This is an optimization exercise on Yosys and OpenROAD, whose aim is small area, a short achievable clock period and few clock cycles, not a production implementation.
At most, simulation tests tie the RTL to the original design; equivalence was not proved.

==> v8: inputs <==
==> flow/design.v <==
module mix_core (
    input  wire        clk,
    input  wire        rst,
    output reg         mem_req,
    output reg         mem_we,
    output reg  [11:0] mem_addr,
    output reg  [30:0] mem_wdata,
    input  wire        mem_ack,
    input  wire [30:0] mem_rdata,
    output wire        halted,
    output reg  [2:0]  fault_kind,
    output reg  [13:0] fault_operand,
    output reg  [11:0] pc,
    output reg         ov,
    output reg  [30:0] rA,
    output reg  [30:0] rX,
    output reg  [12:0] rI1,
    output reg  [12:0] rI2,
    output reg  [12:0] rI3,
    output reg  [12:0] rI4,
    output reg  [12:0] rI5,
    output reg  [12:0] rI6
);
    localparam [2:0] F_INDEX     = 3'd1;
    localparam [2:0] F_INDEXSPEC = 3'd2;
    localparam [2:0] F_ARG       = 3'd3;
    localparam [2:0] F_OPCODE    = 3'd4;
    localparam [2:0] P_F0   = 3'd0;   
    localparam [2:0] P_FD   = 3'd1;   
    localparam [2:0] P_R    = 3'd2;   
    localparam [2:0] P_W    = 3'd3;   
    localparam [2:0] P_NF1  = 3'd4;   
    localparam [2:0] P_NF2  = 3'd5;   
    localparam [2:0] P_HALT = 3'd6;
    reg [2:0]  ph;
    reg        halt_q;
    assign halted = halt_q;
    reg [30:0] nb;         
    reg        nb_pcf;     
    reg [13:0] idx_q;      
    reg [5:0]  cur_c;      
    reg [2:0]  cur_r;      
    reg        cur_l0;     
    reg [4:0]  cur_fm;     
    reg        ex1;        
    reg        exn;        
    reg        ex2;        
    reg        add_es;     
    reg [2:0]  add_r;      
    reg        add_s;      
    wire        n_sign = nb[30];
    wire [11:0] n_addr = nb[29:18];
    wire [5:0]  n_i    = nb[17:12];
    wire [5:0]  n_f    = nb[11:6];
    wire [5:0]  n_c    = nb[5:0];
    wire [2:0]  n_l    = n_f[5:3];
    wire [2:0]  n_r    = n_f[2:0];
    wire n_bad_i = (n_i > 6'd6);
    wire n_bad_f = !((n_r <= 3'd5) && (n_l <= n_r));
    wire n_known = (n_c == 6'd1) || (n_c == 6'd2) || ((n_c >= 6'd8) && (n_c <= 6'd33));
    wire n_half  = ((n_c >= 6'd25) && (n_c <= 6'd30)) || (n_c == 6'd32);
    wire [2:0] n_s = (n_l == 3'd0) ? 3'd1 : n_l;
    wire [2:0] n_k = (n_l == 3'd0 && n_r == 3'd0) ? 3'd0 : (n_r - n_s + 3'd1);
    wire n_bad_k = n_half && (n_k > 3'd2);
    wire [4:0] n_fm;
    genvar gi;
    generate
        for (gi = 1; gi <= 5; gi = gi + 1) begin : g_nfm
            assign n_fm[5 - gi] = (gi >= n_l) && (gi <= n_r);
        end
    endgenerate
    wire [13:0] ea      = idx_q + ({2'b00, n_addr} ^ {14{n_sign}}) + {13'd0, n_sign};
    wire        ea_bad  = ea[13] || (ea[12:0] >= 13'd4000);
    wire early_fault = nb_pcf || n_bad_i || n_bad_f;
    wire any_fault   = early_fault || !n_known || n_bad_k || ea_bad;
    reg [2:0]  d_kind;
    reg [13:0] d_operand;
    always @(*) begin
        if (nb_pcf) begin
            d_kind = F_INDEX;     d_operand = {2'b00, pc};
        end else if (n_bad_i) begin
            d_kind = F_INDEXSPEC; d_operand = {8'd0, n_i};
        end else if (n_bad_f) begin
            d_kind = F_ARG;       d_operand = {8'd0, n_f};
        end else if (!n_known) begin
            d_kind = F_OPCODE;    d_operand = {8'd0, n_c};
        end else if (n_bad_k) begin
            d_kind = F_ARG;       d_operand = {11'd0, n_k};
        end else begin
            d_kind = F_INDEX;     d_operand = ea;
        end
    end
    wire       c_sub   = (cur_c[1:0] == 2'd2);
    wire       c_load  = (cur_c[5:3] == 3'd1) || (cur_c[5:3] == 3'd2);
    wire       c_loadn = (cur_c[5:3] == 3'd2);
    wire       c_store = cur_c[5] || (cur_c[4] && cur_c[3]);
    wire       c_stzero = cur_c[5];    
    wire [2:0] c_reg  = cur_c[2:0];
    wire [29:0] fm = {{6{cur_fm[4]}}, {6{cur_fm[3]}}, {6{cur_fm[2]}},
                      {6{cur_fm[1]}}, {6{cur_fm[0]}}};
    function [29:0] rotr;
        input [29:0] x;
        input [2:0]  n;
        case (n)
            3'd1: rotr = {x[5:0],  x[29:6]};
            3'd2: rotr = {x[11:0], x[29:12]};
            3'd3: rotr = {x[17:0], x[29:18]};
            3'd4: rotr = {x[23:0], x[29:24]};
            default: rotr = x;
        endcase
    endfunction
    wire in_r = (ph == P_R);
    wire [2:0] rsel = in_r ? c_reg : n_i[2:0];
    reg [12:0] rlo;    
    always @(*) begin
        case (rsel)
            3'd0: rlo = {rA[30], rA[11:0]};
            3'd1: rlo = rI1;
            3'd2: rlo = rI2;
            3'd3: rlo = rI3;
            3'd4: rlo = rI4;
            3'd5: rlo = rI5;
            3'd6: rlo = rI6;
            default: rlo = {rX[30], rX[11:0]};
        endcase
    end
    wire        st_full = (c_reg == 3'd0) || (c_reg == 3'd7);
    wire [17:0] st_hi   = !st_full ? 18'd0 : (c_reg[0] ? rX[29:12] : rA[29:12]);
    wire [30:0] st_src  = c_stzero ? 31'd0 : {rlo[12], st_hi, rlo[11:0]};
    wire [2:0]  r_st   = (cur_r == 3'd5) ? 3'd0 : cur_r;
    wire [2:0]  x_r    = ex2 ? add_r : cur_r;
    wire [2:0]  r_ld   = (x_r == 3'd0) ? 3'd0 : (3'd5 - x_r);
    wire        rot_st = in_r && !ex2;
    wire [29:0] rot    = rotr(rot_st ? st_src[29:0] : mem_wdata[29:0], rot_st ? r_st : r_ld);
    wire [29:0] rd_keep = c_store ? ~fm : fm;
    wire [29:0] st_sh   = c_store ? (rot & fm) : 30'd0;
    wire        st_sgn  = c_store && cur_l0;
    wire [30:0] rd_word = {st_sgn ? st_src[30] : mem_rdata[30],
                           (mem_rdata[29:0] & rd_keep) | st_sh};
    wire        rd_es   = (cur_l0 && (rA[30] ^ mem_rdata[30])) ^ c_sub;
    wire        sa     = cur_l0 && rA[30];
    wire        inv    = !ex1 || add_es;
    wire [30:0] op_a   = {1'b0, rA[29:0] & fm & {30{ex1}}};
    wire [30:0] op_b   = {ex1 ? 1'b0 : mem_wdata[30], mem_wdata[29:0]} ^ {31{inv}};
    wire [31:0] sum    = {1'b0, op_a} + {1'b0, op_b} + {31'd0, inv};
    wire        neg    = add_es && !sum[31];          
    wire        cbit = ex2 && mem_wdata[30];
    wire [29:0] cv   = {5'd0, cbit && (add_r == 3'd4), 5'd0, cbit && (add_r == 3'd3),
                        5'd0, cbit && (add_r == 3'd2), 5'd0, cbit && (add_r == 3'd1), 6'd0};
    wire [30:0] res      = {cbit && (add_r == 3'd5), rot | cv};
    wire        res_zero = (res == 31'd0);
    wire        ld_sgn   = cur_l0 && (mem_wdata[30] ^ c_loadn);
    wire [30:0] ld_word  = {ld_sgn, res[29:0]};
    wire [12:0] ld_half  = {ld_sgn, res[11:0]};
    wire [12:0] idx_sm = (n_i[2:0] == 3'd0) ? 13'd0 :
                         (ex1 && c_load && (c_reg == n_i[2:0])) ? ld_half : rlo;
    wire [13:0] idx_tc = idx_sm[12] ? -{2'b00, idx_sm[11:0]} : {2'b00, idx_sm[11:0]};
    wire [11:0] pc_inc   = pc + 12'd1;
    wire        no_fetch = (pc >= 12'd3999);
    wire decode = ((ph == P_FD) && mem_ack) || (ph == P_NF2);
    always @(posedge clk) begin
        idx_q <= idx_tc;
        if (rst) begin
            ph      <= P_F0;
            halt_q  <= 1'b0;
            mem_req <= 1'b1;
            mem_we  <= 1'b0;
            mem_addr <= 12'd0;
            pc      <= 12'd0;
            nb_pcf  <= 1'b0;
            ex1     <= 1'b0;
            exn     <= 1'b0;
            ex2     <= 1'b0;
            ov      <= 1'b0;
            rA      <= 31'd0;
            rX      <= 31'd0;
            rI1     <= 13'd0;
            rI2     <= 13'd0;
            rI3     <= 13'd0;
            rI4     <= 13'd0;
            rI5     <= 13'd0;
            rI6     <= 13'd0;
        end else begin
            ex1 <= 1'b0;
            exn <= 1'b0;
            ex2 <= 1'b0;
            if (ex1) begin
                if (c_load) begin
                    case (c_reg)
                        3'd0: rA  <= ld_word;
                        3'd1: rI1 <= ld_half;
                        3'd2: rI2 <= ld_half;
                        3'd3: rI3 <= ld_half;
                        3'd4: rI4 <= ld_half;
                        3'd5: rI5 <= ld_half;
                        3'd6: rI6 <= ld_half;
                        default: rX <= ld_word;
                    endcase
                end else begin
                    mem_wdata <= sum[30:0];
                    add_s     <= sa ^ neg;
                    add_r     <= cur_r;
                    exn       <= neg;
                    ex2       <= !neg;
                end
            end
            if (exn) begin
                mem_wdata <= sum[30:0];
                ex2       <= 1'b1;
            end
            if (ex2) begin
                rA <= {add_s && !res_zero, res[29:0]};
                if (res[30])
                    ov <= 1'b1;
            end
            case (ph)
                P_F0: begin
                    if (mem_ack) begin
                        nb       <= mem_rdata;
                        mem_addr <= pc_inc;
                        ph       <= P_FD;
                    end
                end
                P_R: begin
                    if (mem_ack) begin
                        mem_wdata <= rd_word;
                        add_es    <= rd_es;
                        if (c_store) begin
                            mem_we <= 1'b1;
                            ph     <= P_W;
                        end else begin
                            ex1 <= 1'b1;
                            if (no_fetch || nb_pcf) begin
                                mem_req <= 1'b0;
                                ph      <= P_NF1;
                            end else begin
                                mem_addr <= pc_inc;
                                ph       <= P_FD;
                            end
                        end
                    end
                end
                P_W: begin
                    if (mem_ack) begin
                        mem_we <= 1'b0;
                        if (mem_addr == pc)
                            nb <= mem_wdata;
                        if (no_fetch || nb_pcf) begin
                            mem_req <= 1'b0;
                            ph      <= P_NF1;
                        end else begin
                            mem_addr <= pc_inc;
                            ph       <= P_FD;
                        end
                    end
                end
                P_NF1: ph <= P_NF2;
                P_HALT: halt_q <= 1'b1;
                default: ;
            endcase
            if (decode) begin
                fault_kind    <= d_kind;
                fault_operand <= d_operand;
                cur_c         <= n_c;
                cur_r         <= n_r;
                cur_l0        <= (n_l == 3'd0);
                cur_fm        <= n_fm;
                mem_addr      <= ea[11:0];
                if (ph == P_FD)
                    nb <= mem_rdata;
                else
                    nb_pcf <= 1'b1;
                if (!early_fault)
                    pc <= pc_inc;
                if (any_fault) begin
                    mem_req <= 1'b0;
                    halt_q  <= !exn;
                    ph      <= P_HALT;
                end else begin
                    mem_req  <= 1'b1;
                    ph       <= P_R;
                end
            end
        end
    end
endmodule
==> flow/flow/run.sh <==
#!/bin/bash
set -euo pipefail
cd "$(dirname "$0")/.."
MARGIN=$(cat flow/margin.txt 2>/dev/null || echo 5)
bash standard.sh \
  "BUFFER_PORTS_ARGS=-buffer_cell sky130_fd_sc_hd__buf_1" \
  "SETUP_SLACK_MARGIN=${MARGIN}" \
  finish > standard_make.log 2>&1
==> flow/flow/margin.txt <==
7
==> flow/standard.sh <==
#!/bin/bash
# synth_recipe.tcl (not shown) runs the flow's synth.tcl, then flattens the netlist and writes it again
# the make line also repeats each setting of config.mk as NAME=value (left out here)
make -C /OpenROAD-flow-scripts/flow DESIGN_CONFIG=/design/flow/config.mk WORK_HOME=/design/flow/orfs CLKGATE_MAP_FILE= SYNTH_SCRIPT=/design/flow/synth_recipe.tcl "${@:-finish}"
==> flow/config.mk <==
export PLATFORM = sky130hd
export DESIGN_NAME = mix_core
export DESIGN_NICKNAME = mix_core
export VERILOG_FILES = /design/flow/design.v
export SDC_FILE = /design/flow/constraint.sdc
export NUM_CORES = 4
export LEC_CHECK = 0
export CAP_MARGIN = 20
export CORE_MARGIN = 2
export CORE_UTILIZATION = 40
export PLACE_DENSITY = 0.6
export SLEW_MARGIN = 20
export TNS_END_PERCENT = 100
==> flow/constraint.sdc <==
create_clock -name core_clock -period 10.0 [get_ports {clk}]
set_input_delay 2.0000 -clock core_clock [delete_from_list [all_inputs] [get_ports {clk}]]
set_output_delay 2.0000 -clock core_clock [all_outputs]
set_load 0.01 [all_outputs]
==> v22: changes against v8 <==
--- a/flow/design.v
+++ b/flow/design.v
@@ -45,8 +45,8 @@
     reg        ex1;        
     reg        exn;        
     reg        ex2;        
+    reg [2:0]  ex_r;       
     reg        add_es;     
-    reg [2:0]  add_r;      
     reg        add_s;      
     wire        n_sign = nb[30];
     wire [11:0] n_addr = nb[29:18];
@@ -98,62 +98,77 @@
     wire [2:0] c_reg  = cur_c[2:0];
     wire [29:0] fm = {{6{cur_fm[4]}}, {6{cur_fm[3]}}, {6{cur_fm[2]}},
                       {6{cur_fm[1]}}, {6{cur_fm[0]}}};
-    function [29:0] rotr;
-        input [29:0] x;
-        input [2:0]  n;
-        case (n)
-            3'd1: rotr = {x[5:0],  x[29:6]};
-            3'd2: rotr = {x[11:0], x[29:12]};
-            3'd3: rotr = {x[17:0], x[29:18]};
-            3'd4: rotr = {x[23:0], x[29:24]};
-            default: rotr = x;
+    function [30:0] shr;
+        input [30:0] x;
+        input [2:0]  r;
+        case (r)
+            3'd5: shr = x;
+            3'd4: shr = {6'd0,  x[30:6]};
+            3'd3: shr = {12'd0, x[30:12]};
+            3'd2: shr = {18'd0, x[30:18]};
+            3'd1: shr = {24'd0, x[30:24]};
+            default: shr = {30'd0, x[30]};
         endcase
     endfunction
-    wire in_r = (ph == P_R);
-    wire [2:0] rsel = in_r ? c_reg : n_i[2:0];
-    reg [12:0] rlo;    
+    function [29:0] shl;
+        input [29:0] x;
+        input [2:0]  r;
+        case (r)
+            3'd5: shl = x;
+            3'd4: shl = {x[23:0], 6'd0};
+            3'd3: shl = {x[17:0], 12'd0};
+            3'd2: shl = {x[11:0], 18'd0};
+            3'd1: shl = {x[5:0],  24'd0};
+            default: shl = 30'd0;
+        endcase
+    endfunction
+    reg [30:0] st_src;
     always @(*) begin
-        case (rsel)
-            3'd0: rlo = {rA[30], rA[11:0]};
-            3'd1: rlo = rI1;
-            3'd2: rlo = rI2;
-            3'd3: rlo = rI3;
-            3'd4: rlo = rI4;
-            3'd5: rlo = rI5;
-            3'd6: rlo = rI6;
-            default: rlo = {rX[30], rX[11:0]};
+        if (c_stzero)
+            st_src = 31'd0;
+        else case (c_reg)
+            3'd0: st_src = rA;
+            3'd1: st_src = {rI1[12], 18'd0, rI1[11:0]};
+            3'd2: st_src = {rI2[12], 18'd0, rI2[11:0]};
+            3'd3: st_src = {rI3[12], 18'd0, rI3[11:0]};
+            3'd4: st_src = {rI4[12], 18'd0, rI4[11:0]};
+            3'd5: st_src = {rI5[12], 18'd0, rI5[11:0]};
+            3'd6: st_src = {rI6[12], 18'd0, rI6[11:0]};
+            default: st_src = rX;
         endcase
     end
-    wire        st_full = (c_reg == 3'd0) || (c_reg == 3'd7);
-    wire [17:0] st_hi   = !st_full ? 18'd0 : (c_reg[0] ? rX[29:12] : rA[29:12]);
-    wire [30:0] st_src  = c_stzero ? 31'd0 : {rlo[12], st_hi, rlo[11:0]};
-    wire [2:0]  r_st   = (cur_r == 3'd5) ? 3'd0 : cur_r;
-    wire [2:0]  x_r    = ex2 ? add_r : cur_r;
-    wire [2:0]  r_ld   = (x_r == 3'd0) ? 3'd0 : (3'd5 - x_r);
-    wire        rot_st = in_r && !ex2;
-    wire [29:0] rot    = rotr(rot_st ? st_src[29:0] : mem_wdata[29:0], rot_st ? r_st : r_ld);
     wire [29:0] rd_keep = c_store ? ~fm : fm;
-    wire [29:0] st_sh   = c_store ? (rot & fm) : 30'd0;
+    wire [29:0] st_sh   = c_store ? (shl(st_src[29:0], cur_r) & fm) : 30'd0;
     wire        st_sgn  = c_store && cur_l0;
     wire [30:0] rd_word = {st_sgn ? st_src[30] : mem_rdata[30],
                            (mem_rdata[29:0] & rd_keep) | st_sh};
     wire        rd_es   = (cur_l0 && (rA[30] ^ mem_rdata[30])) ^ c_sub;
     wire        sa     = cur_l0 && rA[30];
     wire        inv    = !ex1 || add_es;
-    wire [30:0] op_a   = {1'b0, rA[29:0] & fm & {30{ex1}}};
+    wire [29:0] fm_a   = ex1 ? fm : 30'd0;
+    wire [30:0] op_a   = {1'b0, rA[29:0] & fm_a};
     wire [30:0] op_b   = {ex1 ? 1'b0 : mem_wdata[30], mem_wdata[29:0]} ^ {31{inv}};
     wire [31:0] sum    = {1'b0, op_a} + {1'b0, op_b} + {31'd0, inv};
     wire        neg    = add_es && !sum[31];          
-    wire        cbit = ex2 && mem_wdata[30];
-    wire [29:0] cv   = {5'd0, cbit && (add_r == 3'd4), 5'd0, cbit && (add_r == 3'd3),
-                        5'd0, cbit && (add_r == 3'd2), 5'd0, cbit && (add_r == 3'd1), 6'd0};
-    wire [30:0] res      = {cbit && (add_r == 3'd5), rot | cv};
+    wire [30:0] res      = shr({ex2 && mem_wdata[30], mem_wdata[29:0]}, ex_r);
     wire        res_zero = (res == 31'd0);
     wire        ld_sgn   = cur_l0 && (mem_wdata[30] ^ c_loadn);
     wire [30:0] ld_word  = {ld_sgn, res[29:0]};
     wire [12:0] ld_half  = {ld_sgn, res[11:0]};
-    wire [12:0] idx_sm = (n_i[2:0] == 3'd0) ? 13'd0 :
-                         (ex1 && c_load && (c_reg == n_i[2:0])) ? ld_half : rlo;
+    reg [12:0] idx_sm;
+    always @(*) begin
+        if (ex1 && c_load && (c_reg == n_i[2:0]) && (n_i[2:0] != 3'd0))
+            idx_sm = ld_half;
+        else case (n_i[2:0])
+            3'd1: idx_sm = rI1;
+            3'd2: idx_sm = rI2;
+            3'd3: idx_sm = rI3;
+            3'd4: idx_sm = rI4;
+            3'd5: idx_sm = rI5;
+            3'd6: idx_sm = rI6;
+            default: idx_sm = 13'd0;
+        endcase
+    end
     wire [13:0] idx_tc = idx_sm[12] ? -{2'b00, idx_sm[11:0]} : {2'b00, idx_sm[11:0]};
     wire [11:0] pc_inc   = pc + 12'd1;
     wire        no_fetch = (pc >= 12'd3999);
@@ -199,7 +214,6 @@
                 end else begin
                     mem_wdata <= sum[30:0];
                     add_s     <= sa ^ neg;
-                    add_r     <= cur_r;
                     exn       <= neg;
                     ex2       <= !neg;
                 end
@@ -225,6 +239,7 @@
                     if (mem_ack) begin
                         mem_wdata <= rd_word;
                         add_es    <= rd_es;
+                        ex_r      <= cur_r;
                         if (c_store) begin
                             mem_we <= 1'b1;
                             ph     <= P_W;
==> flow/flow/margin.txt (replaced) <==
6
Settings changed: ABC_AREA from default to 1.
==> impl_metrics.sql <==
INSERT INTO impl_metrics (metric_group, metric, value, unit) VALUES
('outcome', 'run_status', 'timing/DRC/antenna clean', ''),
('cells_and_area', 'fillerInstances', '3681', ''),
('cells_and_area', 'nNetsFinal', '3310', ''),
('setup_path', 'worst_ep_required_time', '10440', 'ps'),
('timing', 'grt_setup_unrepaired', 'true', ''),
('cells_and_area', 'final_core_area_utilization', '68.2', '%'),
('power_and_ir_drop', 'power_frac_comb', '35.8', '%'),
('cells_and_area', 'area_of_all_placed_cells_without_fillers', '33500', 'um2'),
('yosys', 'synth_top_cells_by_area', 'sky130_fd_sc_hd__dfxtp_1 19%, sky130_fd_sc_hd__edfxtp_1 15%, sky130_fd_sc_hd__nand2_1 7.6%, sky130_fd_sc_hd__a21oi_1 6.3%, sky130_fd_sc_hd__nor2_1 4.9%', ''),
('global_routing', 'groute.layer.met3.usage', '10.0', '%'),
('global_routing', 'grt_use_met2', '62.9', '%'),
('route', 'first_iter_violations', '3331', ''),
('route', 'dr_wl_met2', '49000', 'um'),
('clock_tree', 'post-cts-setup-buffer-count', '420', ''),
('cells_and_area', 'final_common_cell', 'sky130_fd_sc_hd__buf_4', ''),
('power_and_ir_drop', 'p_total', '0.00433', 'W');
-- figures above: v8

==> impl_metrics.sql <==
INSERT INTO impl_metrics (metric_group, metric, value, unit) VALUES
('yosys', 'synth_top_cells_by_area', 'sky130_fd_sc_hd__dfxtp_1 19%, sky130_fd_sc_hd__nand2_1 17%, sky130_fd_sc_hd__edfxtp_1 15%, sky130_fd_sc_hd__o21ai_0 7.7%, sky130_fd_sc_hd__a21oi_1 7.0%', ''),
('route', 'dr_wl_met2', '41000', 'um'),
('global_routing', 'grt_use_met2', '55.4', '%'),
('cells_and_area', 'nNetsFinal', '3351', ''),
('power_and_ir_drop', 'power_frac_comb', '17.0', '%'),
('outcome', 'run_status', 'timing/DRC/antenna clean', ''),
('timing', 'grt_setup_unrepaired', 'false', ''),
('route', 'first_iter_violations', '2292', ''),
('clock_tree', 'post-cts-setup-buffer-count', '0', ''),
('power_and_ir_drop', 'p_total', '0.00317', 'W');
-- figures above: v22

Testbench counts of v22, summed over its fixed seeds: cycles 74,146.
For v8, only the layout was checked, not whether the RTL still works.

-- re-timing with driven ports --
The results above use ideal ports. As a check the final layouts listed here were re-extracted and re-timed, cells and wires unchanged. Step 1, drivers: a clkbuf_16 drives clk and a buf_2 each remaining input, both assumed. Step 2 times the ports against the registers' clock, not the clock port: input delays grow and output delays shrink by t, the midpoint of the rising clock arrivals with the driver on. Slacks: no drivers / after step 1 / after step 2; pairs: no drivers / after step 1.
run | t, ns | setup slack, ns | worst hold slack (ns) | worst data-port slew with drivers (ns) | cell pins on the clock port's net
v8 | 0.631 | 6.310 / 6.310 / 6.160 | 0.497 / 0.497 / 0.497 | 0.07 | 1
v22 | 0.625 | 6.260 / 6.260 / 5.721 | 0.482 / 0.482 / 0.482 | 0.04 | 1
After both steps setup and hold are still met in every run listed. For v22, which loses most, drivers alone change the setup slack by 0.000 ns; drivers and shift together by -0.539 ns.
